What follows belongs to an exercise in optimizing a design on an open flow for small area, a short achievable clock period and few clock cycles; a production flow would make more cautious choices. Only simulation tests tie the RTL to the original design; equivalence was not proved. Power is estimated from default activity; no workload was simulated.

### config.mk
export PLATFORM = sky130hd
export DESIGN_NAME = yuv_encoder
export DESIGN_NICKNAME = yuv_encoder
export VERILOG_FILES = /design/flow/design.v
export SDC_FILE = /design/flow/constraint.sdc
export NUM_CORES = 4
export LEC_CHECK = 0
export CAP_MARGIN = 20
export CORE_MARGIN = 2
export CORE_UTILIZATION = 25
export SLEW_MARGIN = 20
### constraint.sdc
create_clock -name core_clock -period 25.0 [get_ports {clk}]
set_input_delay 5.0000 -clock core_clock [delete_from_list [all_inputs] [get_ports {clk}]]
set_output_delay 5.0000 -clock core_clock [all_outputs]
set_load 0.01 [all_outputs]
### design.v
module yuv_ct (
    input  wire [7:0] r,
    input  wire [7:0] g,
    input  wire [7:0] b,
    output wire [7:0] y,
    output wire [7:0] u,
    output wire [7:0] v
);
    wire [17:0] R = r, G = g, B = b;
    wire [21:0] R2 = r, G2 = g, B2 = b;
    wire [17:0] ny = (R << 8) + (R << 5) + (R << 3) + (R << 2) - R
                   + (G << 9) + (G << 6) + (G << 3) + (G << 1) + G
                   + (B << 7) - (B << 4) + (B << 1);
    wire [17:0] nu = 18'd128000 + (B << 9) - (B << 4) + (B << 2) - B
                   - ((R << 7) + (R << 5) + (R << 3) + R)
                   - ((G << 8) + (G << 6) + (G << 3) + (G << 1) + G);
    wire [21:0] nv = 22'd1280000 + (R2 << 12) + (R2 << 10) - (R2 << 7) - (R2 << 1)
                   - ((G2 << 12) + (G2 << 6) + (G2 << 4) + (G2 << 2))
                   - ((B2 << 9) + (B2 << 8) + (B2 << 5) + (B2 << 4) - (B2 << 2) + B2);
    function [7:0] d125(input [14:0] n);
        reg [7:0] rm;
        integer i;
        begin
            rm = {1'b0, n[14:8]};
            for (i = 7; i >= 0; i = i - 1) begin
                rm = {rm[6:0], n[i]};
                if (rm >= 8'd125) begin
                    d125[i] = 1'b1;
                    rm = rm - 8'd125;
                end else
                    d125[i] = 1'b0;
            end
        end
    endfunction
    function [7:0] d625(input [17:0] n);
        reg [10:0] rm;
        integer i;
        begin
            rm = {1'b0, n[17:8]};
            for (i = 7; i >= 0; i = i - 1) begin
                rm = {rm[9:0], n[i]};
                if (rm >= 11'd625) begin
                    d625[i] = 1'b1;
                    rm = rm - 11'd625;
                end else
                    d625[i] = 1'b0;
            end
        end
    endfunction
    assign y = d125(ny[17:3]);
    assign u = d125(nu[17:3]);
    assign v = d625(nv[21:4]);
endmodule
module yuv_encoder (
    input  wire        clk,
    input  wire        rst,
    input  wire        reg_we,
    input  wire [3:0]  reg_addr,
    input  wire [31:0] reg_wdata,
    output reg  [31:0] reg_rdata,
    output reg         mem_req,
    output reg         mem_we,
    output wire [31:0] mem_addr,
    output reg  [7:0]  mem_wdata,
    input  wire [7:0]  mem_rdata,
    input  wire        mem_ready
);
    localparam [31:0] ID_VALUE = 32'h59555601;
    localparam [3:0] S_IDLE = 4'd0,
                     S_MUL  = 4'd1,    
                     S_T1   = 4'd2,    
                     S_T2   = 4'd3,    
                     S_CMP  = 4'd4,    
                     S_GO   = 4'd5,    
                     S_CRD  = 4'd6,    
                     S_CWR  = 4'd7,    
                     S_BR   = 4'd8,    
                     S_BY   = 4'd9,    
                     S_BA   = 4'd10,   
                     S_TR   = 4'd11,   
                     S_TY   = 4'd12,   
                     S_TA   = 4'd13,   
                     S_U    = 4'd14,   
                     S_V    = 4'd15;   
    reg [31:0] variant_r, width_r, height_r, src_r, dst0_r, dst1_r, dst2_r;
    reg        st_busy, st_done, st_err;
    reg [2:0]  st_code;
    reg [1:0]  jvar;
    reg [3:0]  state;
    reg [30:0] jw;           
    reg [30:0] xc;           
    reg [30:0] yc;           
    reg [31:0] ps, pd0, pd1, pd2;
    reg [31:0] ma;           
    reg [4:0]  mi;
    reg        ovf;
    reg [3:0]  ck;
    reg        cf, rfail, ofail;
    reg [1:0]  bc;           
    reg        px;           
    reg [7:0]  rr, gr, br, a0, a1, y0, y1;
    reg [9:0]  su, sv;
    reg        tf, tfpx, clr;
    wire alpha  = jvar[0];
    wire planar = jvar[1];
    wire        okdone = st_done & ~st_err;
    wire [1:0]  nout   = okdone ? (jvar[1] ? (jvar[0] ? 2'd3 : 2'd2) : 2'd1) : 2'd0;
    wire [11:0] kinds  = !okdone ? 12'h000 :
                         (jvar == 2'd0) ? 12'h001 :
                         (jvar == 2'd1) ? 12'h002 :
                         (jvar == 2'd2) ? 12'h043 : 12'h543;
    always @(*) begin
        case (reg_addr)
            4'd0:  reg_rdata = ID_VALUE;
            4'd2:  reg_rdata = {22'd0, nout, 1'b0, st_code, 1'b0, st_err, st_done, st_busy};
            4'd3:  reg_rdata = {20'd0, kinds};
            4'd4:  reg_rdata = variant_r;
            4'd5:  reg_rdata = width_r;
            4'd6:  reg_rdata = height_r;
            4'd7:  reg_rdata = src_r;
            4'd8:  reg_rdata = dst0_r;
            4'd9:  reg_rdata = dst1_r;
            4'd10: reg_rdata = dst2_r;
            default: reg_rdata = 32'd0;
        endcase
    end
    wire start_wr = reg_we && (reg_addr == 4'd1) && reg_wdata[0] && !st_busy;
    wire bad_dim  = width_r[31] || (width_r == 32'd0) || height_r[31] || (height_r == 32'd0);
    wire bad_var  = |variant_r[31:2];
    reg [4:0] hmsb;
    integer   hi;
    always @(*) begin
        hmsb = 5'd0;
        for (hi = 0; hi < 31; hi = hi + 1)
            if (height_r[hi]) hmsb = hi[4:0];
    end
    wire hasc1   = |xc[30:1];                   
    wire lastblk = !(|xc[30:2] || (xc[1] && xc[0]));    
    wire hasbot  = |yc[30:1];                   
    wire ordt    = hasbot && lastblk;           
    wire [30:0] xc_dec = hasc1 ? {xc[30:1] - 30'd1, xc[0]} : 31'd0;
    wire [30:0] yc_p   = hasbot ? {yc[30:1] - 30'd1, yc[0]} : 31'd0;
    wire [30:0] yc_c   = yc - 31'd1;
    wire        w_le2  = !(|jw[30:2] || (jw[1] && jw[0]));
    wire [30:0] yc_nb  = lastblk ? yc_p : yc;
    wire        nb_bot = |yc_nb[30:1];
    wire        nb_lst = lastblk ? w_le2 : !(|xc_dec[30:2] || (xc_dec[1] && xc_dec[0]));
    wire [3:0]  nb_seg = (nb_bot && !nb_lst) ? S_BR : S_TR;
    wire        j_bot  = |yc[30:1];
    wire [3:0]  j_seg  = !planar ? S_CRD : ((j_bot && !w_le2) ? S_BR : S_TR);
    wire [7:0] ty, tu, tv;
    yuv_ct ct (.r(rr), .g(gr), .b(br), .y(ty), .u(tu), .v(tv));
    wire [1:0] ws  = planar ? ({1'b0, !hasc1} + {1'b0, !hasbot}) : (hasc1 ? 2'd1 : 2'd2);
    wire [9:0] tuw = {2'b00, tu} << ws;
    wire [9:0] tvw = {2'b00, tv} << ws;
    wire [9:0] su0 = clr ? 10'd0 : su;
    wire [9:0] sv0 = clr ? 10'd0 : sv;
    wire [10:0] suq = {1'b0, su} + 11'd2;
    wire [10:0] svq = {1'b0, sv} + 11'd2;
    wire [7:0] uq = suq[9:2];
    wire [7:0] vq = svq[9:2];
    wire [7:0] y1e = hasc1 ? y1 : y0;
    wire [7:0] a1e = hasc1 ? a1 : a0;
    wire rd_seg  = (state == S_CRD) || (state == S_BR) || (state == S_TR);
    wire wr_seg  = (state == S_CWR) || (state == S_BY) || (state == S_BA) ||
                   (state == S_TY) || (state == S_TA) || (state == S_U) || (state == S_V);
    wire y_seg   = (state == S_BY) || (state == S_TY);
    wire lastb   = alpha ? (bc == 2'd3) : (bc == 2'd2);
    wire pxlast  = px || !hasc1;                
    wire seg_end = rd_seg ? (lastb && pxlast) :
                   (state == S_CWR) ? (bc == 2'd3) :
                   (state == S_U || state == S_V) ? 1'b1 : pxlast;
    reg stall;
    always @(*) begin
        stall = 1'b0;
        if (tf) begin
            if (state == S_CWR)
                stall = !(!alpha && bc == 2'd0 && tfpx);
            else if (y_seg)
                stall = (tfpx == px);
            else if (state == S_U || state == S_V)
                stall = 1'b1;
        end
    end
    always @(*) begin
        mem_req = (rd_seg || wr_seg) && !stall;
        mem_we  = wr_seg;
    end
    wire xfer = mem_req && mem_ready;
    assign mem_addr = ma;
    always @(*) begin
        case (state)
            S_CWR: begin
                if (!alpha)
                    case (bc)
                        2'd0: mem_wdata = y0;
                        2'd1: mem_wdata = y1e;
                        2'd2: mem_wdata = uq;
                        default: mem_wdata = vq;
                    endcase
                else
                    case (bc)
                        2'd0: mem_wdata = {y0[7:2], uq[7:6]};
                        2'd1: mem_wdata = {y1e[7:2], vq[7:6]};
                        2'd2: mem_wdata = {uq[5:2], vq[5:2]};
                        default: mem_wdata = {a0[7:4], a1e[7:4]};
                    endcase
            end
            S_BY, S_TY: mem_wdata = px ? y1 : y0;
            S_BA, S_TA: mem_wdata = px ? a1 : a0;
            S_U:        mem_wdata = uq;
            default:    mem_wdata = vq;
        endcase
    end
    reg [3:0] nseg;
    reg       blk_end;
    always @(*) begin
        nseg = S_IDLE;
        blk_end = 1'b0;
        case (state)
            S_CRD: nseg = S_CWR;
            S_CWR: blk_end = 1'b1;
            S_BR:  nseg = S_BY;
            S_BY:  nseg = alpha ? S_BA : (ordt ? S_U : S_TR);
            S_BA:  nseg = ordt ? S_U : S_TR;
            S_TR:  nseg = S_TY;
            S_TY:  nseg = alpha ? S_TA : (ordt ? S_BR : S_V);
            S_TA:  nseg = ordt ? S_BR : S_V;
            S_U:   if (ordt) nseg = S_V; else blk_end = 1'b1;
            S_V:   if (ordt) blk_end = 1'b1; else nseg = S_U;
            default: ;
        endcase
    end
    wire upd = ordt ? (state == S_BR || state == S_BY || state == S_BA || state == S_V)
                    : (state == S_TR || state == S_TY || state == S_TA || state == S_U);
    wire row_end  = lastblk;
    wire job_end  = row_end && (planar ? !(|yc[30:2] || (yc[1] && yc[0])) : (yc == 31'd1));
    wire [3:0] next_unit = planar ? nb_seg : S_CRD;
    reg [1:0] ci, cj;
    always @(*) begin
        case (ck)
            4'd0:  begin ci = 2'd0; cj = 2'd1; end
            4'd1:  begin ci = 2'd1; cj = 2'd0; end
            4'd2:  begin ci = 2'd0; cj = 2'd2; end
            4'd3:  begin ci = 2'd2; cj = 2'd0; end
            4'd4:  begin ci = 2'd1; cj = 2'd2; end
            4'd5:  begin ci = 2'd2; cj = 2'd1; end
            4'd6:  begin ci = 2'd0; cj = 2'd3; end
            4'd7:  begin ci = 2'd3; cj = 2'd0; end
            4'd8:  begin ci = 2'd1; cj = 2'd3; end
            4'd9:  begin ci = 2'd3; cj = 2'd1; end
            4'd10: begin ci = 2'd2; cj = 2'd3; end
            default: begin ci = 2'd3; cj = 2'd2; end
        endcase
    end
    wire ck_last = (ck == (alpha ? (planar ? 4'd11 : 4'd1) : (planar ? 4'd5 : 4'd1)));
    reg [31:0] base_j;
    always @(*) begin
        case (cj)
            2'd0: base_j = ps;
            2'd1: base_j = pd0;
            2'd2: base_j = pd1;
            default: base_j = pd2;
        endcase
    end
    reg  [31:0] add_a;
    reg  [32:0] add_b;
    reg         add_c;
    reg  [3:0]  lseg;      
    always @(*) begin
        lseg = (state == S_GO) ? j_seg : (seg_end ? (blk_end ? next_unit : nseg) : state);
    end
    always @(*) begin
        add_a = 32'd0;
        add_b = 33'd0;
        add_c = 1'b0;
        case (state)
            S_MUL: begin
                add_a = {ma[30:0], 1'b0};
                add_b = yc[mi] ? {2'b00, jw} : 33'd0;
            end
            S_T1: begin
                add_a = ma;
                add_b = jw[0] ? {2'b00, yc} : 33'd0;
            end
            S_T2: begin
                add_a = ma;
                add_b = yc[0] ? {2'b00, jw} : 33'd0;
                add_c = jw[0] & yc[0];
            end
            S_CMP: begin
                case (ci)
                    2'd0: begin add_a = ps;  add_b = {xc, 2'b00}; end
                    2'd1: begin add_a = pd0; add_b = planar ? {2'b00, xc} : {ma, 1'b0}; end
                    2'd2: begin add_a = pd1; add_b = {2'b00, ma[31:1]}; end
                    default: begin add_a = pd2; add_b = {2'b00, xc}; end
                endcase
            end
            default: begin
                case (lseg)
                    S_BR:  begin add_a = ps;  add_b = {jw, 2'b00}; end
                    S_TR:  add_a = ps;
                    S_CRD: add_a = ps;
                    S_BY:  begin add_a = pd0; add_b = {2'b00, jw}; end
                    S_TY:  add_a = pd0;
                    S_CWR: add_a = pd0;
                    S_BA:  begin add_a = pd2; add_b = {2'b00, jw}; end
                    S_TA:  add_a = pd2;
                    S_U:   add_a = pd1;
                    default: begin add_a = pd1; add_b = {3'b000, jw[30:1]}; add_c = jw[0]; end
                endcase
            end
        endcase
    end
    wire [33:0] sum = {2'b00, add_a} + {1'b0, add_b} + {33'd0, add_c};
    wire rng_ok = !sum[33] && (!sum[32] || (sum[31:0] == 32'd0));
    wire le_j   = (sum[33:32] == 2'b00) && (sum[31:0] <= base_j);
    wire        inc2   = rd_seg && (bc == 2'd2) && !alpha;
    wire [31:0] ma_inc = ma + {30'd0, inc2, !inc2};
    always @(posedge clk) begin
        if (rst) begin
            variant_r <= 32'd0;
            width_r   <= 32'd0;
            height_r  <= 32'd0;
            src_r     <= 32'd0;
            dst0_r    <= 32'd0;
            dst1_r    <= 32'd0;
            dst2_r    <= 32'd0;
            st_busy   <= 1'b0;
            st_done   <= 1'b0;
            st_err    <= 1'b0;
            st_code   <= 3'd0;
            state     <= S_IDLE;
            tf        <= 1'b0;
        end else begin
            if (reg_we) begin
                case (reg_addr)
                    4'd4:  variant_r <= reg_wdata;
                    4'd5:  width_r   <= reg_wdata;
                    4'd6:  height_r  <= reg_wdata;
                    4'd7:  src_r     <= reg_wdata;
                    4'd8:  dst0_r    <= reg_wdata;
                    4'd9:  dst1_r    <= reg_wdata;
                    4'd10: dst2_r    <= reg_wdata;
                    default: ;
                endcase
            end
            tf <= xfer && rd_seg && (bc == 2'd2);
            if (tf) begin
                if (tfpx) y1 <= ty; else y0 <= ty;
                su  <= su0 + tuw;
                sv  <= sv0 + tvw;
                clr <= 1'b0;
            end
            case (state)
            S_IDLE: begin
                if (start_wr) begin
                    jw    <= width_r[30:0];
                    yc    <= height_r[30:0];
                    ps    <= src_r;
                    pd0   <= dst0_r;
                    pd1   <= dst1_r;
                    pd2   <= dst2_r;
                    jvar  <= variant_r[1:0];
                    ma    <= 32'd0;
                    ovf   <= 1'b0;
                    mi    <= hmsb;
                    if (bad_dim || bad_var) begin
                        st_busy <= 1'b0;
                        st_done <= 1'b1;
                        st_err  <= 1'b1;
                        st_code <= bad_dim ? 3'd1 : 3'd2;
                    end else begin
                        st_busy <= 1'b1;
                        st_done <= 1'b0;
                        st_err  <= 1'b0;
                        st_code <= 3'd0;
                        state   <= S_MUL;
                    end
                end
            end
            S_MUL: begin
                ma  <= sum[31:0];
                ovf <= ovf | ma[31] | sum[32];
                mi  <= mi - 5'd1;
                if (mi == 5'd0)
                    state <= S_T1;
            end
            S_T1: begin
                if (ovf || ma[31] || (ma[30] && |ma[29:0])) begin
                    st_busy <= 1'b0;
                    st_done <= 1'b1;
                    st_err  <= 1'b1;
                    st_code <= 3'd3;
                    state   <= S_IDLE;
                end else begin
                    xc    <= ma[30:0];
                    ma    <= sum[31:0];
                    ck    <= 4'd0;
                    rfail <= 1'b0;
                    ofail <= 1'b0;
                    state <= planar ? S_T2 : S_CMP;
                end
            end
            S_T2: begin
                ma    <= sum[31:0];
                state <= S_CMP;
            end
            S_CMP: begin
                ck <= ck + 4'd1;
                cf <= le_j;
                if (!rng_ok) rfail <= 1'b1;
                if (ck[0] && !(cf || le_j)) ofail <= 1'b1;
                if (ck_last) begin
                    if (rfail || !rng_ok || ofail || !(cf || le_j)) begin
                        st_busy <= 1'b0;
                        st_done <= 1'b1;
                        st_err  <= 1'b1;
                        st_code <= (rfail || !rng_ok) ? 3'd3 : 3'd4;
                        state   <= S_IDLE;
                    end else
                        state <= S_GO;
                end
            end
            S_GO: begin
                xc    <= jw;
                bc    <= 2'd0;
                px    <= 1'b0;
                clr   <= 1'b1;
                ma    <= sum[31:0];
                state <= j_seg;
            end
            default: begin
                if (xfer) begin
                    if (rd_seg) begin
                        case (bc)
                            2'd0: rr <= mem_rdata;
                            2'd1: gr <= mem_rdata;
                            2'd2: begin br <= mem_rdata; tfpx <= px; end
                            default: if (px) a1 <= mem_rdata; else a0 <= mem_rdata;
                        endcase
                    end
                    if (!seg_end) begin
                        ma <= ma_inc;
                        if (rd_seg) begin
                            if (lastb) begin
                                bc <= 2'd0;
                                px <= 1'b1;
                            end else
                                bc <= bc + 2'd1;
                        end else if (state == S_CWR)
                            bc <= bc + 2'd1;
                        else
                            px <= 1'b1;
                    end else begin
                        bc <= 2'd0;
                        px <= 1'b0;
                        ma <= sum[31:0];
                        if (!planar) begin
                            if (state == S_CRD) ps  <= ma_inc;
                            else                pd0 <= ma_inc;
                        end else if (upd) begin
                            case (state)
                                S_BR, S_TR: ps  <= ma_inc;
                                S_BY, S_TY: pd0 <= ma_inc;
                                S_BA, S_TA: pd2 <= ma_inc;
                                default:    pd1 <= ma_inc;
                            endcase
                        end
                        if (blk_end) begin
                            clr <= 1'b1;
                            xc  <= row_end ? jw : xc_dec;
                            if (row_end)
                                yc <= planar ? yc_p : yc_c;
                            if (job_end) begin
                                st_busy <= 1'b0;
                                st_done <= 1'b1;
                                state   <= S_IDLE;
                            end else
                                state <= next_unit;
                        end else
                            state <= nseg;
                    end
                end
            end
            endcase
        end
    end
endmodule
### run.sh
#!/bin/bash
# synth_recipe.tcl (not shown) runs the flow's synth.tcl, then flattens the netlist and writes it again
# the make line also repeats each setting of config.mk as NAME=value (left out here)
make -C /OpenROAD-flow-scripts/flow DESIGN_CONFIG=/design/flow/config.mk WORK_HOME=/design/flow/orfs CLKGATE_MAP_FILE= SYNTH_SCRIPT=/design/flow/synth_recipe.tcl finish
==> flow_metrics.py, run 1 <==
metrics = {
    "status": {
        "status": "finished clean",
    },
    "critical_path": {
        "worstSetupPathType": "reg -> reg",
        "crit_top_cell": "ha_1",
        "r2r-end": "sv[9]",
        "crit_arrival_ns": 19.45,
        "critPathMaxStageDelay_ns": 0.71,
        "required_ns": 25.42,
        "end_kind": "flip-flop",
        "crit_fanout": 17,
        "cp-startpoint": "br[1]",
        "cp_slowest_cell": "edfxtp_1",
        "reg2regPathDepth": 69,
        "reg2reg_slack_ns": 5.97,
        "cp-start-kind": "flip-flop",
        "reg2reg_from": "br[1]",
    },
    "global_route": {
        "antenna_found_initial": 5,
        "grt_pass1_vias": 49615,
        "grt_use_total": 0.187,
        "grt_pass1_wl_um": 322000,
        "grt_overflow": 0,
        "grt_max_degree": 95,
    },
    "final_layout": {
        "fill_cells": 23200,
        "final_util": 0.281,
        "final_nets": 6904,
        "final_cell_count_no_fill": 9226,
        "final_area_um2": 61600,
        "synthToLayoutAreaGrowth_pct": 12.2,
        "layout-drive-gt1-share": 0.0790,
    },
    "clocking": {
        "htreeDepth": 3,
        "ctsLongestPathBuffers": 3,
        "numClockSinks": 588,
        "hold_buffers": 0,
        "clk_latency_ns": 0.69,
        "cts_resized": 0,
        "clkTransAtPathRegs_ns": 0.06,
        "cts_tree": "yes",
        "root_buffer": "clkbuf_16",
        "cts_setup_buffers": 0,
        "numCtsBuffers": 68,
    },
    "place": {
        "port_buffers": 121,
        "dp.cells": 9098,
        "postPlaceCellArea_um2": 59200,
        "gp_congestion": 0.952,
        "dp_hpwl_um": 159000,
    },
    "route": {
        "postRouteAntennaNets": 0,
        "drt_wl_total_um": 217000,
        "drtPass1Iterations": 9,
        "vias_per_cell": 5.61,
        "drtIter0Drc": 6636,
        "routedWlPerCell_um": 23.5,
        "num_vias": 51723,
        "drc": 0,
    },
    "yosys": {
        "synth.net_count": 6975,
        "synth.top_cell.area_share": 0.191,
        "synth_flop_cell": "edfxtp_1",
        "ys_ff_latch": 588,
        "synth_area_leader_cell": "edfxtp_1",
        "ys_seq_area_frac": 0.278,
        "yosysMostFrequentCell": "nand2_1",
        "synth_cell_types": 124,
        "async_flop_share": 0,
        "syn_area_um2": 54900,
        "avgSynthCellArea_um2": 8.62,
        "synth_cells": 6369,
        "yosys-top-cells-area": "edfxtp_1 19%, dfxtp_1 8.7%, ha_1 7.9%",
        "synth_edf_count": 349,
        "synthTopCellsByCount": "896 x nand2_1, 562 x a21oi_1, 489 x nor2_1",
        "synth_warnings": 2,
    },
    "timing": {
        "slew_headroom": 0.203,
        "setup_violations": 0,
        "final.period_utilization": 0.761,
        "whs_ns": 0.467,
        "fin_skew_ns": 0.0476,
        "clock.fmax_mhz": 52.5,
        "worst_pin_slew_ns": 1.20,
        "period_minus_slack_ns": 19.03,
        "drv_slew": 0,
        "hold_viol": 0,
        "rsz0062_at_grt": "false",
        "tns_ns": 0,
    },
    "min_path": {
        "holdPathStages": 0,
        "hold_class": "reg -> reg",
        "min_to": "jvar[1]",
        "hp-start": "variant_r[1]",
    },
    "pwr": {
        "ir_worst_vdd_uv": 44.4,
        "power_leakage_nw": 22.4,
        "cellPowerDensity_nw_per_um2": 35.8,
    },
    "die": {
        "row_count": 172,
        "die_w_um": 473,
        "die_y_um": 473,
        "start_util": 0.251,
        "die_area_um2": 223000,
        "num_io_pins": 122,
        "core_um2": 219000,
    },
    "run": {
        "drv_cap": 0,
    },
}
==> cell usage in the layout, fill, tap and decap left out, drive strengths merged, types with 42 or more instances in the layout <==
| master | instances |
|---|---|
| or3 | 42 |
| mux2i | 69 |
| a221oi | 61 |
| a22oi | 121 |
| ha | 346 |
| a211oi | 44 |
| a221o | 47 |
| o21a | 83 |
| nand2 | 897 |
| xor2 | 70 |
| a21oi | 566 |
| nor2b | 56 |
| clkdlybuf4s50 | 120 |
| nand3 | 126 |
| a31oi | 49 |
| o211ai | 46 |
| edfxtp | 349 |
| inv | 454 |
| nor2 | 490 |
| nor3 | 124 |
| a21o | 72 |
| and2 | 52 |
| buf | 101 |
| mux4 | 97 |
| nor4 | 82 |
| xnor2 | 207 |
| mux2 | 51 |
| nand4 | 62 |
| fa | 212 |
| a222oi | 74 |
| clkbuf | 100 |
| o21ai | 275 |
| dfxtp | 239 |
| o31ai | 43 |
==> area by class of cell <==
type	instances	area, µm²	share of cell area
well taps	2871	3590	0.0583
inverters	450	1690	0.0274
multi-input cells	4968	36700	0.596
clock buffers	99	2020	0.0328
repair buffers	222	1970	0.0320
diodes	3	7.51	0.000122
flip-flops and latches	588	15300	0.248
clock inverters	25	353	0.00573
==> critical path: cells and delay by family, from the launching register on <==
| kind | cells | cell delay, ns |
|---|---|---|
| buffers and inverters | 8 | 1.10 |
| multiplexers | 1 | 0.23 |
| adder cells (fa/ha/maj) | 14 | 5.20 |
| AND/OR/NAND/NOR | 12 | 3.58 |
| XOR/XNOR | 7 | 1.40 |
| AO/OA/AOI/OAI | 27 | 6.52 |
| flip-flops | 1 | 0.71 |
==> through the flow <==
stage	power, mW	setup WS (ns)
finish	2.21	5.97
global route	2.26	4.30
CTS	2.21	6.01
detailed placement	1.15	6.06
global placement	1.14	6.40
floorplan	1.10	8.18
==> worst max-delay path by stage <==
stage / to / slack (ns) / depth (start not counted)
after detailed placement: sv[9] / 6.06 / 69
after floorplan: sv[9] / 8.18 / 74
after global routing: sv[9] / 4.30 / 70
after CTS: sv[9] / 6.01 / 69
final: sv[9] / 5.97 / 69
after global placement: sv[9] / 6.40 / 68
==> power breakdown <==
group / switching [mW] / total, mW / internal, mW
combinational: 0.0633 / 0.0938 / 0.0305
clock: 0.456 / 1.08 / 0.623
sequential: 0.00923 / 1.03 / 1.03
==> per-layer routing <==
| layer | share of wire | routed length (µm) | track usage | up-vias |
|---|---|---|---|---|
| met3 | 0.11 | 22800 | 0.0401 | 458 |
| met2 | 0.44 | 95500 | 0.290 | 2928 |
| met1 | 0.41 | 88000 | 0.246 | 25157 |
| met5 | 0.000083 | 18 | 0 | - |
| met4 | 0.048 | 10500 | 0.0898 | 2 |
| li1 | - | - | - | 23178 |
==> kinds of logic (layout without fill, tap and decap cells) <==
family | Yosys count | in the layout | synth area share
fa+ha+maj | 558 | 558 | 0.156
flops | 588 | 588 | 0.278
other cells | 0 | 3 | 0
mux | 217 | 217 | 0.0632
compound gates | 1803 | 1803 | 0.225
xor+xnor | 278 | 278 | 0.0447
buf+inv | 813 | 796 | 0.0568
simple gates | 2112 | 2112 | 0.176
Testbench counts, summed over its fixed seeds: cycles 151,419.
==> run 2: changes to the inputs <==
--- a/design.v
+++ b/design.v
@@ -1,8 +1,8 @@
-module yuv_ct (
-    input  wire [7:0] r,
-    input  wire [7:0] g,
-    input  wire [7:0] b,
-    output wire [7:0] y,
-    output wire [7:0] u,
-    output wire [7:0] v
+module yuv_ct_num (
+    input  wire [7:0]  r,
+    input  wire [7:0]  g,
+    input  wire [7:0]  b,
+    output wire [14:0] ny,
+    output wire [14:0] nu,
+    output wire [17:0] nv
 );
@@ -10,14 +10,28 @@
     wire [21:0] R2 = r, G2 = g, B2 = b;
-    wire [17:0] ny = (R << 8) + (R << 5) + (R << 3) + (R << 2) - R
+    wire [17:0] sy = (R << 8) + (R << 5) + (R << 3) + (R << 2) - R
                    + (G << 9) + (G << 6) + (G << 3) + (G << 1) + G
                    + (B << 7) - (B << 4) + (B << 1);
-    wire [17:0] nu = 18'd128000 + (B << 9) - (B << 4) + (B << 2) - B
+    wire [17:0] su = 18'd128000 + (B << 9) - (B << 4) + (B << 2) - B
                    - ((R << 7) + (R << 5) + (R << 3) + R)
                    - ((G << 8) + (G << 6) + (G << 3) + (G << 1) + G);
-    wire [21:0] nv = 22'd1280000 + (R2 << 12) + (R2 << 10) - (R2 << 7) - (R2 << 1)
+    wire [21:0] sv = 22'd1280000 + (R2 << 12) + (R2 << 10) - (R2 << 7) - (R2 << 1)
                    - ((G2 << 12) + (G2 << 6) + (G2 << 4) + (G2 << 2))
                    - ((B2 << 9) + (B2 << 8) + (B2 << 5) + (B2 << 4) - (B2 << 2) + B2);
+    assign ny = sy[17:3];
+    assign nu = su[17:3];
+    assign nv = sv[21:4];
+endmodule
+module yuv_ct_div (
+    input  wire [14:0] ny,
+    input  wire [14:0] nu,
+    input  wire [17:0] nv,
+    output wire [7:0]  y,
+    output wire [7:0]  u,
+    output wire [7:0]  v
+);
     function [7:0] d125(input [14:0] n);
         reg [7:0] rm;
-        integer i;
+        reg [6:0] t;
+        reg       q;
+        integer   i;
         begin
@@ -26,7 +40,6 @@
                 rm = {rm[6:0], n[i]};
-                if (rm >= 8'd125) begin
-                    d125[i] = 1'b1;
-                    rm = rm - 8'd125;
-                end else
-                    d125[i] = 1'b0;
+                q  = rm[7] | (&rm[6:2] & (rm[1] | rm[0]));
+                t  = rm[6:0] + 7'd3;           
+                d125[i] = q;
+                rm = q ? {1'b0, t} : rm;
             end
@@ -36,3 +49,4 @@
         reg [10:0] rm;
-        integer i;
+        reg [11:0] t;
+        integer    i;
         begin
@@ -41,7 +55,5 @@
                 rm = {rm[9:0], n[i]};
-                if (rm >= 11'd625) begin
-                    d625[i] = 1'b1;
-                    rm = rm - 11'd625;
-                end else
-                    d625[i] = 1'b0;
+                t  = {1'b0, rm} + 12'd1423;    
+                d625[i] = t[11];
+                if (t[11]) rm = t[10:0];
             end
@@ -49,5 +61,5 @@
     endfunction
-    assign y = d125(ny[17:3]);
-    assign u = d125(nu[17:3]);
-    assign v = d625(nv[21:4]);
+    assign y = d125(ny);
+    assign u = d125(nu);
+    assign v = d625(nv);
 endmodule
@@ -100,5 +112,10 @@
     reg        px;           
-    reg [7:0]  rr, gr, br, a0, a1, y0, y1;
+    reg [7:0]  rr, gr, br, a0, a1;
+    reg [7:0]  y00, y01, y10, y11;   
     reg [9:0]  su, sv;
-    reg        tf, tfpx, clr;
+    reg        clr;
+    reg [14:0] nyr, nur;
+    reg [17:0] nvr;
+    reg        tf1, tf2;
+    reg [1:0]  tg1, tg2;             
     wire alpha  = jvar[0];
@@ -150,4 +167,7 @@
     wire [3:0]  j_seg  = !planar ? S_CRD : ((j_bot && !w_le2) ? S_BR : S_TR);
-    wire [7:0] ty, tu, tv;
-    yuv_ct ct (.r(rr), .g(gr), .b(br), .y(ty), .u(tu), .v(tv));
+    wire [14:0] cny, cnu;
+    wire [17:0] cnv;
+    wire [7:0]  ty, tu, tv;
+    yuv_ct_num ctn (.r(rr), .g(gr), .b(br), .ny(cny), .nu(cnu), .nv(cnv));
+    yuv_ct_div ctd (.ny(nyr), .nu(nur), .nv(nvr), .y(ty), .u(tu), .v(tv));
     wire [1:0] ws  = planar ? ({1'b0, !hasc1} + {1'b0, !hasbot}) : (hasc1 ? 2'd1 : 2'd2);
@@ -161,3 +181,3 @@
     wire [7:0] vq = svq[9:2];
-    wire [7:0] y1e = hasc1 ? y1 : y0;
+    wire [7:0] y1e = hasc1 ? y01 : y00;
     wire [7:0] a1e = hasc1 ? a1 : a0;
@@ -170,4 +190,7 @@
     wire seg_end = rd_seg ? (lastb && pxlast) :
-                   (state == S_CWR) ? (bc == 2'd3) :
+                   (state == S_CWR) ? (bc == (alpha ? 2'd2 : 2'd3)) :
                    (state == S_U || state == S_V) ? 1'b1 : pxlast;
+    wire [1:0] wtag = (state == S_CWR) ? {1'b0, (bc == 2'd1) && hasc1} : {state == S_BY, px};
+    wire any_tf = tf1 || tf2;
+    wire tag_tf = (tf1 && tg1 == wtag) || (tf2 && tg2 == wtag);
     reg stall;
@@ -175,10 +198,8 @@
         stall = 1'b0;
-        if (tf) begin
-            if (state == S_CWR)
-                stall = !(!alpha && bc == 2'd0 && tfpx);
-            else if (y_seg)
-                stall = (tfpx == px);
-            else if (state == S_U || state == S_V)
-                stall = 1'b1;
-        end
+        if (state == S_CWR)
+            stall = alpha ? (bc != 2'd3 && any_tf) : (bc[1] ? any_tf : tag_tf);
+        else if (y_seg)
+            stall = tag_tf;
+        else if (state == S_U || state == S_V)
+            stall = any_tf;
     end
@@ -195,3 +216,3 @@
                     case (bc)
-                        2'd0: mem_wdata = y0;
+                        2'd0: mem_wdata = y00;
                         2'd1: mem_wdata = y1e;
@@ -202,3 +223,3 @@
                     case (bc)
-                        2'd0: mem_wdata = {y0[7:2], uq[7:6]};
+                        2'd0: mem_wdata = {y00[7:2], uq[7:6]};
                         2'd1: mem_wdata = {y1e[7:2], vq[7:6]};
@@ -208,3 +229,4 @@
             end
-            S_BY, S_TY: mem_wdata = px ? y1 : y0;
+            S_BY:       mem_wdata = px ? y11 : y10;
+            S_TY:       mem_wdata = px ? y01 : y00;
             S_BA, S_TA: mem_wdata = px ? a1 : a0;
@@ -222,8 +244,8 @@
             S_CWR: blk_end = 1'b1;
-            S_BR:  nseg = S_BY;
-            S_BY:  nseg = alpha ? S_BA : (ordt ? S_U : S_TR);
-            S_BA:  nseg = ordt ? S_U : S_TR;
-            S_TR:  nseg = S_TY;
-            S_TY:  nseg = alpha ? S_TA : (ordt ? S_BR : S_V);
-            S_TA:  nseg = ordt ? S_BR : S_V;
+            S_BR:  nseg = alpha ? S_BA : (ordt ? S_TY : S_TR);
+            S_BA:  nseg = ordt ? S_TY : S_TR;
+            S_TR:  nseg = alpha ? S_TA : (ordt ? S_BR : (hasbot ? S_BY : S_TY));
+            S_TA:  nseg = ordt ? S_BR : (hasbot ? S_BY : S_TY);
+            S_BY:  nseg = ordt ? S_U : S_TY;
+            S_TY:  nseg = ordt ? S_BY : S_V;
             S_U:   if (ordt) nseg = S_V; else blk_end = 1'b1;
@@ -270,3 +292,3 @@
     always @(*) begin
-        lseg = (state == S_GO) ? j_seg : (seg_end ? (blk_end ? next_unit : nseg) : state);
+        lseg = (state == S_GO) ? j_seg : (seg_end ? (blk_end ? next_unit : nseg) : S_TY);
     end
@@ -305,3 +327,3 @@
                     S_TY:  add_a = pd0;
-                    S_CWR: add_a = pd0;
+                    S_CWR: begin add_a = pd0; add_b = {31'd0, alpha, alpha}; end
                     S_BA:  begin add_a = pd2; add_b = {2'b00, jw}; end
@@ -317,3 +339,4 @@
     wire le_j   = (sum[33:32] == 2'b00) && (sum[31:0] <= base_j);
-    wire        inc2   = rd_seg && (bc == 2'd2) && !alpha;
+    wire        inc2   = rd_seg ? (bc == 2'd2 && !alpha) : (state == S_CWR && alpha && bc == 2'd2);
+    wire        midld  = (state == S_CWR) && alpha && (bc == 2'd3);
     wire [31:0] ma_inc = ma + {30'd0, inc2, !inc2};
@@ -333,3 +356,4 @@
             state     <= S_IDLE;
-            tf        <= 1'b0;
+            tf1       <= 1'b0;
+            tf2       <= 1'b0;
         end else begin
@@ -347,5 +371,18 @@
             end
-            tf <= xfer && rd_seg && (bc == 2'd2);
-            if (tf) begin
-                if (tfpx) y1 <= ty; else y0 <= ty;
+            tf1 <= xfer && rd_seg && (bc == 2'd2);
+            tg1 <= {state == S_BR, px};
+            tf2 <= tf1;
+            tg2 <= tg1;
+            if (tf1) begin
+                nyr <= cny;
+                nur <= cnu;
+                nvr <= cnv;
+            end
+            if (tf2) begin
+                case (tg2)
+                    2'd0: y00 <= ty;
+                    2'd1: y01 <= ty;
+                    2'd2: y10 <= ty;
+                    default: y11 <= ty;
+                endcase
                 su  <= su0 + tuw;
@@ -438,3 +475,3 @@
                             2'd1: gr <= mem_rdata;
-                            2'd2: begin br <= mem_rdata; tfpx <= px; end
+                            2'd2: br <= mem_rdata;
                             default: if (px) a1 <= mem_rdata; else a0 <= mem_rdata;
@@ -442,3 +479,6 @@
                     end
-                    if (!seg_end) begin
+                    if (midld) begin
+                        ma <= sum[31:0];
+                        bc <= 2'd0;
+                    end else if (!seg_end) begin
                         ma <= ma_inc;
@@ -455,3 +495,3 @@
                     end else begin
-                        bc <= 2'd0;
+                        bc <= (state == S_CRD && alpha) ? 2'd3 : 2'd0;
                         px <= 1'b0;
==> flow_metrics.py, run 2 <==
metrics = {
    "global_route": {
        "grt_max_degree": 104,
        "antenna_found_initial": 16,
        "grt_overflow": 0,
        "grt_pass1_wl_um": 336000,
        "grt_use_total": 0.195,
        "grt_pass1_vias": 48632,
    },
    "yosys": {
        "synth_flop_cell": "edfxtp_1",
        "synthTopCellsByCount": "849 x nand2_1, 609 x a21oi_1, 463 x inv_1",
        "yosysMostFrequentCell": "nand2_1",
        "synth.top_cell.area_share": 0.222,
        "synth_warnings": 2,
        "async_flop_share": 0,
        "avgSynthCellArea_um2": 8.88,
        "synth_cell_types": 123,
        "synth_area_leader_cell": "edfxtp_1",
        "syn_area_um2": 56400,
        "ys_seq_area_frac": 0.307,
        "synth_edf_count": 416,
        "yosys-top-cells-area": "edfxtp_1 22%, dfxtp_1 8.5%, ha_1 7.9%",
        "ys_ff_latch": 656,
        "synth_cells": 6345,
        "synth.net_count": 6962,
    },
    "place": {
        "gp_congestion": 1.01,
        "place_ws_ns": 11.33,
        "dp_hpwl_um": 176000,
        "port_buffers": 121,
    },
    "final_layout": {
        "fill_cells": 23444,
        "seqCellArea_um2": 17300,
        "synthToLayoutAreaGrowth_pct": 12.8,
        "layout-drive-gt1-share": 0.0818,
        "final_nets": 6889,
        "layout_common_cells": "844 x nand2_1, 605 x a21oi_1, 463 x inv_1",
        "multi_input_area_um2": 36100,
        "final_util": 0.283,
        "final_common_cell": "nand2_1",
    },
    "die": {
        "row_count": 174,
        "die_y_um": 479,
        "start_util": 0.251,
        "num_io_pins": 122,
        "die_area_um2": 229000,
        "die_w_um": 479,
        "core_um2": 224000,
    },
    "pwr": {
        "ir_worst_vdd_uv": 49.4,
        "fin_total_pwr_mw": 2.47,
        "power_leakage_nw": 23.3,
        "pwr-share-clk": 0.483,
        "cellPowerDensity_nw_per_um2": 38.8,
        "power_frac_seq": 0.472,
        "switching_power_uw": 623,
        "internal_power_mw": 1.85,
        "p_comb_frac": 0.045,
        "sw_frac_of_total": 0.252,
    },
    "timing": {
        "hold_viol": 0,
        "fin_skew_ns": 0.0778,
        "fin_ws_ns": 10.80,
        "period_minus_slack_ns": 14.20,
        "final.period_utilization": 0.568,
        "drv_slew": 0,
        "worst_pin_slew_ns": 1.14,
        "tns_ns": 0,
        "setup_violations": 0,
        "rsz0062_at_grt": "false",
        "clock.fmax_mhz": 70.4,
        "slew_headroom": 0.230,
    },
    "critical_path": {
        "path_buf_inv": 2,
        "worstSetupPathType": "reg -> reg",
        "crit_top_cell": "a21oi_1",
        "crit_fanout": 31,
        "cp-start-kind": "flip-flop",
        "crit_arrival_ns": 14.84,
        "crit_family": "compound AO/OA/AOI/OAI gates",
        "reg2reg_slack_ns": 10.80,
        "cp_slowest_cell": "a21oi_1",
        "critPathMaxStageDelay_ns": 0.71,
        "end_kind": "flip-flop",
        "required_ns": 25.64,
    },
    "clocking": {
        "clk_latency_ns": 0.75,
        "ctsLongestPathBuffers": 3,
        "cts_resized": 0,
        "clkTransAtPathRegs_ns": 0.07,
        "cts_setup_buffers": 0,
        "root_buffer": "clkbuf_16",
        "hold_buffers": 0,
        "cts_tree": "yes",
        "numCtsBuffers": 73,
        "htreeDepth": 3,
        "numClockSinks": 656,
    },
    "route": {
        "drc": 0,
        "vias_per_cell": 5.48,
        "drtIter0Drc": 6414,
        "drtPass1Iterations": 8,
        "postRouteAntennaNets": 0,
        "num_vias": 51095,
        "drt_wl_total_um": 231000,
        "routedWlPerCell_um": 24.8,
    },
    "min_path": {
        "hold_class": "reg -> reg",
    },
    "run": {
        "drv_cap": 0,
    },
    "status": {
        "status": "finished clean",
    },
}
run 2: cell count changes after synthesis, sizes merged, moves of 15 or more:
| cell | previous run | this run |
|---|---|---|
| o21ai | 275 | 227 |
| a21oi | 566 | 611 |
| nand4 | 62 | 35 |
| o21bai | 38 | 61 |
| a221oi | 61 | 95 |
| clkbuf | 307 | 325 |
| a221o | 47 | 74 |
| a222oi | 74 | 15 |
| nor2 | 490 | 455 |
| edfxtp | 349 | 416 |
| a22oi | 121 | 137 |
| xor2 | 70 | 103 |
| inv | 448 | 463 |
| nand2 | 897 | 850 |
run 2: layer usage:
metal	track usage	part of all wire	up-vias
li1	-	-	22887
met1	0.267	0.43	25100
met2	0.293	0.43	2606
met3	0.0355	0.089	480
met4	0.0987	0.055	22
met5	0	0.00062	-
run 2: path summary, 6_finish.rpt:
kind,end,cells past startpoint,startpoint
min,tg2[0],0,tg1[0]
max reg2reg,st_busy,52,yc[19]
min reg2reg,tg2[0],0,tg1[0]
max,st_busy,52,yc[19]
run 2: final cells by class:
cell class | instances | share of cell area
timing repair buffer | 233 | 0.0330
sequential | 656 | 0.272
inverter | 465 | 0.0274
multi-input combinational | 4843 | 0.567
antenna | 7 | 0.000275
tap | 2992 | 0.0589
clock inverter | 40 | 0.00954
clock buffer | 94 | 0.0314
run 2: cells by family after synthesis:
group | share of synthesized area
and+or+nand+nor | 0.163
AOI/OAI and AO/OA | 0.209
buffers and inverters | 0.0577
DFF | 0.307
adders and majority gates | 0.155
xor gates and xnor gates | 0.0489
muxes | 0.0593
run 2: power by group through the flow:
stage	Combinational (mW)	Clock (mW)	Sequential (mW)
finish	0.112	1.19	1.16
global route	0.119	1.24	1.16
CTS	0.110	1.21	1.16
detailed placement	0.109	0	1.19
global placement	0.108	0	1.19
floorplan	0.0609	0	1.18
run 2: metrics by stage:
step / hold slack, ns / area (µm²) / cells
after floorplan: 0.430 / 56400 / 6345
after global placement: 0.461 / 60900 / 9187
after detailed placement: 0.458 / 60900 / 9188
after CTS: 0.434 / 63500 / 9322
after global routing: 0.452 / 63600 / 9324
final: 0.444 / 63600 / 9330
Testbench counts of run 2, summed over its fixed seeds: cycles 154,834.

port drivers added, routing unchanged:
In the flow no input, the clock included, has a driving cell. The finished layouts below were timed again as built, in two steps. Step 1 assumes that a clkbuf_16 drives the clock port and a buf_2 every other input. Step 2 adds t to the input delays and takes it off the output delays; t is the mean of the earliest and latest rising clock arrival at the registers after step 1. Input paths then give back, and output paths get back, about the clock's delay inside the block. Slacks: ideal ports / drivers / drivers and shift; pairs: ideal ports / drivers.
| run | shift t [ns] | setup slack, ns | worst hold slack (ns) | clock arrival spread, ns | slew at the worst register clock pin (ns) |
|---|---|---|---|---|---|
| run 1 | 0.745 | 5.966 / 5.966 / 5.966 | 0.467 / 0.467 / 0.467 | 0.047 / 0.048 | 0.07 / 0.07 |
| run 2 | 0.781 | 10.798 / 10.798 / 10.798 | 0.444 / 0.444 / 0.444 | 0.084 / 0.085 | 0.07 / 0.07 |
After both steps every run listed still meets setup and hold.
